This design comes from an exercise in tuning for small area on the open sky130 flow, not from production work. At most, simulation tests tie the RTL to the original design; equivalence was not proved. Power is estimated from default activity; no workload was simulated.

==> flow/design.v <==
module dsv_frontend (
    input  wire       clk_i,
    input  wire       rst_i,
    input  wire       take_i,      
    input  wire [2:0] lv_i,        
    input  wire       track_i,     
    output wire       start0_o,    
    output wire       start1_o,    
    output wire       clk_o        
);
    reg [2:0] prev;
    assign start0_o = ~prev[0] &  lv_i[0] &  prev[1] & ~lv_i[1];
    assign start1_o =  prev[0] & ~lv_i[0] & ~prev[1] &  lv_i[1];
    assign clk_o    = ~prev[2] &  lv_i[2] & ~(track_i ? lv_i[1] : lv_i[0]);
    always @(posedge clk_i) begin
        if (rst_i)
            prev <= 3'b100;
        else if (take_i)
            prev <= lv_i;
    end
endmodule
module dsv_classifier #(
    parameter IDX_W = 20
) (
    input  wire [IDX_W-1:0] n_inv_i,
    input  wire [IDX_W-1:0] start_lim_i,
    input  wire [IDX_W-1:0] clk_min_i,
    input  wire [IDX_W-1:0] clk_max_i,
    output wire             start_ok_o,
    output wire             clk_ok_o
);
    wire [IDX_W:0] c_lim, c_min, c_max;
    assign c_lim[0] = 1'b0;
    assign c_min[0] = 1'b0;
    assign c_max[0] = 1'b1;
    genvar i;
    generate
        for (i = 0; i < IDX_W; i = i + 1) begin : g_chain
            assign c_lim[i+1] = (n_inv_i[i] & start_lim_i[i]) | ((n_inv_i[i] | start_lim_i[i]) & c_lim[i]);
            assign c_min[i+1] = (n_inv_i[i] & clk_min_i[i])   | ((n_inv_i[i] | clk_min_i[i])   & c_min[i]);
            assign c_max[i+1] = (n_inv_i[i] & clk_max_i[i])   | ((n_inv_i[i] | clk_max_i[i])   & c_max[i]);
        end
    endgenerate
    assign start_ok_o = c_lim[IDX_W];
    assign clk_ok_o   = ~c_min[IDX_W] & c_max[IDX_W];
endmodule
module dsv_core (
    input  wire          clk_i,
    input  wire          rst_i,
    input  wire [12:0]   cfg_ch_mask,
    input  wire [19:0]   cfg_start_lim,
    input  wire [19:0]   cfg_clk_min,
    input  wire [19:0]   cfg_clk_max,
    input  wire          smp_valid,
    output wire          smp_ready,
    input  wire [12:0]   smp_lv,
    input  wire          smp_eos,
    output wire [1:0]    req_sel,
    output wire          ev_valid,
    output wire [17:0]   ev,
    output wire [1055:0] rec_bytes,
    output wire [2:0]    status,
    output wire [2:0]    state_o
);
    localparam IDX_W = 20;
    localparam [2:0] S_FIND_START  = 3'd0;
    localparam [2:0] S_VERIFY      = 3'd1;
    localparam [2:0] S_NEXT_CLK    = 3'd2;
    localparam [2:0] S_READ_DATA   = 3'd3;
    localparam [2:0] S_HALTED      = 3'd4;
    localparam [1:0] R_PIXELS  = 2'd0;
    localparam [1:0] R_PRESENT = 2'd1;
    localparam [1:0] R_RECORD  = 2'd2;
    localparam [1:0] R_ERROR   = 2'd3;
    reg  [2:0]       state;
    reg              busy;          
    reg  [1:0]       rphase;
    reg              track;         
    reg              second;        
    reg  [7:0]       cmd0;
    reg  [IDX_W-1:0] cnt;           
    reg  [1055:0]    pay;           
    reg              sel;           
    reg              st_cfg_err, st_stream_ended, st_bad_page;
    assign smp_ready = ~rst_i & ~busy;
    wire accept    = smp_valid & smp_ready;
    wire live      = (state != S_HALTED);
    wire take_smp  = accept & ~smp_eos & live;
    wire take_end  = accept &  smp_eos & live;
    wire m_start0, m_start1, m_clk;
    wire start_ok, clk_ok;
    dsv_frontend u_fe (
        .clk_i    (clk_i),
        .rst_i    (rst_i),
        .take_i   (accept),
        .lv_i     (smp_lv[2:0]),
        .track_i  (track),
        .start0_o (m_start0),
        .start1_o (m_start1),
        .clk_o    (m_clk)
    );
    dsv_classifier #(.IDX_W(IDX_W)) u_cls (
        .n_inv_i     (cnt),
        .start_lim_i (cfg_start_lim),
        .clk_min_i   (cfg_clk_min),
        .clk_max_i   (cfg_clk_max),
        .start_ok_o  (start_ok),
        .clk_ok_o    (clk_ok)
    );
    wire [7:0] byte_in  = smp_lv[12:5];              
    wire       sel_in   = smp_lv[0] & ~smp_lv[1];
    wire       page_ok  = (cmd0[7:3] == 5'b10110);   
    wire [2:0] page     = cmd0[2:0];
    wire [2:0] r_row    = ~cnt[2:0];
    wire [8:0] pix_x    = ~cnt[11:3];
    wire       row_last = ~|cnt[2:0];                    
    wire       cap_last = ~(cnt[7] | cnt[1] | cnt[0]);   
    wire       pix_last = sel ? ~(cnt[11] | (|cnt[5:0])) : ~(cnt[10] | (|cnt[4:0]));
    wire       pixels   = busy & (rphase == R_PIXELS);
    wire mark = (state == S_FIND_START) ? (m_start0 | m_start1) :
                (state == S_VERIFY)     ? (m_clk & start_ok) :
                                          (m_clk & clk_ok);
    wire       shift_en = (accept & m_clk) | (pixels & row_last);
    wire [7:0] shift_in = busy ? pay[7:0] : byte_in;
    always @(posedge clk_i) begin
        if (shift_en)
            pay <= {shift_in, pay[1055:8]};
    end
    wire [IDX_W-1:0] cnt_dec = cnt - 1'b1;    
    always @(posedge clk_i) begin
        if (busy) begin
            if (pixels)
                cnt <= cnt_dec;
        end else if (accept) begin
            if (state == S_READ_DATA) begin
                if (m_clk)
                    cnt <= cap_last ? {8'hff, ~sel_in, 4'hf, ~sel_in, 5'h1f} : cnt_dec;
            end else if (state == S_NEXT_CLK && m_clk && clk_ok && second) begin
                cnt <= {IDX_W{1'b1}};
            end else begin
                cnt <= mark ? {{(IDX_W-1){1'b1}}, 1'b0} : cnt_dec;
            end
        end
    end
    always @(posedge clk_i) begin
        if (rst_i) begin
            state           <= (cfg_ch_mask != 13'd0) ? S_FIND_START : S_HALTED;
            st_cfg_err      <= (cfg_ch_mask == 13'd0);
            st_stream_ended <= 1'b0;
            st_bad_page     <= 1'b0;
            busy            <= 1'b0;
        end else if (!busy) begin
            if (take_end) begin
                st_stream_ended <= 1'b1;
                state           <= S_HALTED;
            end else if (take_smp) begin
                case (state)
                S_FIND_START: begin
                    if (m_start0 | m_start1) begin
                        track <= m_start0;
                        state <= S_VERIFY;
                    end
                end
                S_VERIFY: begin
                    if (m_clk) begin
                        if (start_ok) begin
                            cmd0   <= byte_in;
                            second <= 1'b0;
                            state  <= S_NEXT_CLK;
                        end else begin
                            state  <= S_FIND_START;
                        end
                    end
                end
                S_NEXT_CLK: begin
                    if (m_clk) begin
                        if (clk_ok) begin
                            second <= 1'b1;
                            if (second)
                                state <= S_READ_DATA;
                        end else begin
                            state  <= S_FIND_START;
                        end
                    end
                end
                S_READ_DATA: begin
                    if (m_clk && cap_last) begin
                        sel  <= sel_in;
                        busy <= 1'b1;
                        if (page_ok) begin
                            rphase <= R_PIXELS;
                        end else begin
                            st_bad_page <= 1'b1;
                            rphase      <= R_ERROR;
                        end
                    end
                end
                default: ;
                endcase
            end
        end else begin
            case (rphase)
            R_PIXELS: begin
                if (pix_last)
                    rphase <= R_PRESENT;
            end
            R_PRESENT: begin
                rphase <= R_RECORD;
            end
            default: begin   
                busy  <= 1'b0;
                state <= S_FIND_START;
            end
            endcase
        end
    end
    wire pix_on = pay[cnt[2:0]];           
    reg [15:0] ev_body;
    always @(*) begin
        case (rphase)
        R_PIXELS:  ev_body = {pix_x, page, r_row, pix_on};
        R_PRESENT: ev_body = 16'd0;
        R_RECORD:  ev_body = {page, sel, 12'd0};
        default:   ev_body = {3'd3, 5'd0, cmd0};
        endcase
    end
    assign ev_valid  = ~rst_i & busy;
    assign ev        = {rphase, ev_body};
    assign rec_bytes = pay;
    assign req_sel = (rst_i | busy)          ? 2'd0 :
                     (state == S_FIND_START) ? 2'd1 :
                     (state == S_HALTED)     ? 2'd0 :
                     track                   ? 2'd3 : 2'd2;
    assign status  = {st_bad_page, st_stream_ended, st_cfg_err};
    assign state_o = state;
endmodule
Settings: LEC_CHECK=0, CAP_MARGIN=20, CORE_AREA=5 5 435 435, DIE_AREA=0 0 440 440, SLEW_MARGIN=20; clock period 7.0 ns.
standard.sh (not shown) runs the stock make flow with config.mk's settings and CLKGATE_MAP_FILE= SYNTH_SCRIPT=/design/flow/synth_recipe.tcl, a recipe that flattens the netlist after the stock synthesis.
==> flow/flow/run.sh <==
#!/bin/bash
set -euo pipefail
cd "$(dirname "$0")/.."
export BUFFER_PORTS_ARGS="-buffer_cell sky130_fd_sc_hd__buf_1"
export CTS_ARGS="-sink_clustering_enable -repair_clock_nets -dont_use_dummy_load -buf_list {sky130_fd_sc_hd__clkbuf_8} -sink_clustering_size 18 -sink_clustering_max_diameter 70"
bash standard.sh > standard_flow.log 2>&1
The first run produced a clean layout.
Edit:
--- a/flow/design.v
+++ b/flow/design.v
@@ -111,13 +111,13 @@
     wire       sel_in   = smp_lv[0] & ~smp_lv[1];
     wire       page_ok  = (cmd0[7:3] == 5'b10110);   
     wire [2:0] page     = cmd0[2:0];
     wire [2:0] r_row    = ~cnt[2:0];
     wire [8:0] pix_x    = ~cnt[11:3];
     wire       row_last = ~|cnt[2:0];                    
-    wire       cap_last = ~(cnt[7] | cnt[1] | cnt[0]);   
+    wire       cap_last = ~(cnt[7] | cnt[2]);            
     wire       pix_last = sel ? ~(cnt[11] | (|cnt[5:0])) : ~(cnt[10] | (|cnt[4:0]));
     wire       pixels   = busy & (rphase == R_PIXELS);
     wire mark = (state == S_FIND_START) ? (m_start0 | m_start1) :
                 (state == S_VERIFY)     ? (m_clk & start_ok) :
                                           (m_clk & clk_ok);
     wire       shift_en = (accept & m_clk) | (pixels & row_last);
@@ -132,14 +132,12 @@
             if (pixels)
                 cnt <= cnt_dec;
         end else if (accept) begin
             if (state == S_READ_DATA) begin
                 if (m_clk)
                     cnt <= cap_last ? {8'hff, ~sel_in, 4'hf, ~sel_in, 5'h1f} : cnt_dec;
-            end else if (state == S_NEXT_CLK && m_clk && clk_ok && second) begin
-                cnt <= {IDX_W{1'b1}};
             end else begin
                 cnt <= mark ? {{(IDX_W-1){1'b1}}, 1'b0} : cnt_dec;
             end
         end
     end
     always @(posedge clk_i) begin
- The new run ran to the end with no violations
- area after synthesis barely changes
- register-to-register slack got worse by 130 ps
- worst setup slack is worse by 79 ps
- final area barely changes
- via count came out higher by 0.49%
- count of clock-buffer cells in the layout rose by 2
- non-clock buffer count drops by 5
- power hardly moves
- clock power stays flat
- global-route usage goes down by 0.16 points
- die area is unchanged
- cell count stays flat
Function not checked in the second run of this note: the RTL went through the layout flow alone.

==> re-timing with driven ports <==
How much do the figures lean on ideal ports? The routed layouts below were timed once more, with nothing changed but the port constraints. Step 1 sets driving cells, clkbuf_16 on the clock port and buf_2 on the other inputs (assumed; they add their load-dependent delay and slew). Step 2, shift: input delay + t, output delay - t, t = (earliest + latest rising clock arrival at the registers) / 2. This alone moves slack from input paths to output paths. a / b / c = ideal / step 1 / step 2; a / b = the first two.
run | t, ns | setup WS [ns] | worst hold slack (ns) | cell pins on the clock port's net
the first run | 0.831 | 2.989 / 2.902 / 2.676 | 0.392 / 0.392 / 0.392 | 1
the second run | 0.844 | 2.910 / 2.826 / 2.827 | 0.398 / 0.398 / 0.398 | 1
After both steps every run listed still meets setup and hold. For the first run, which loses most, drivers alone change the setup slack by -0.087 ns; drivers and shift together by -0.313 ns.
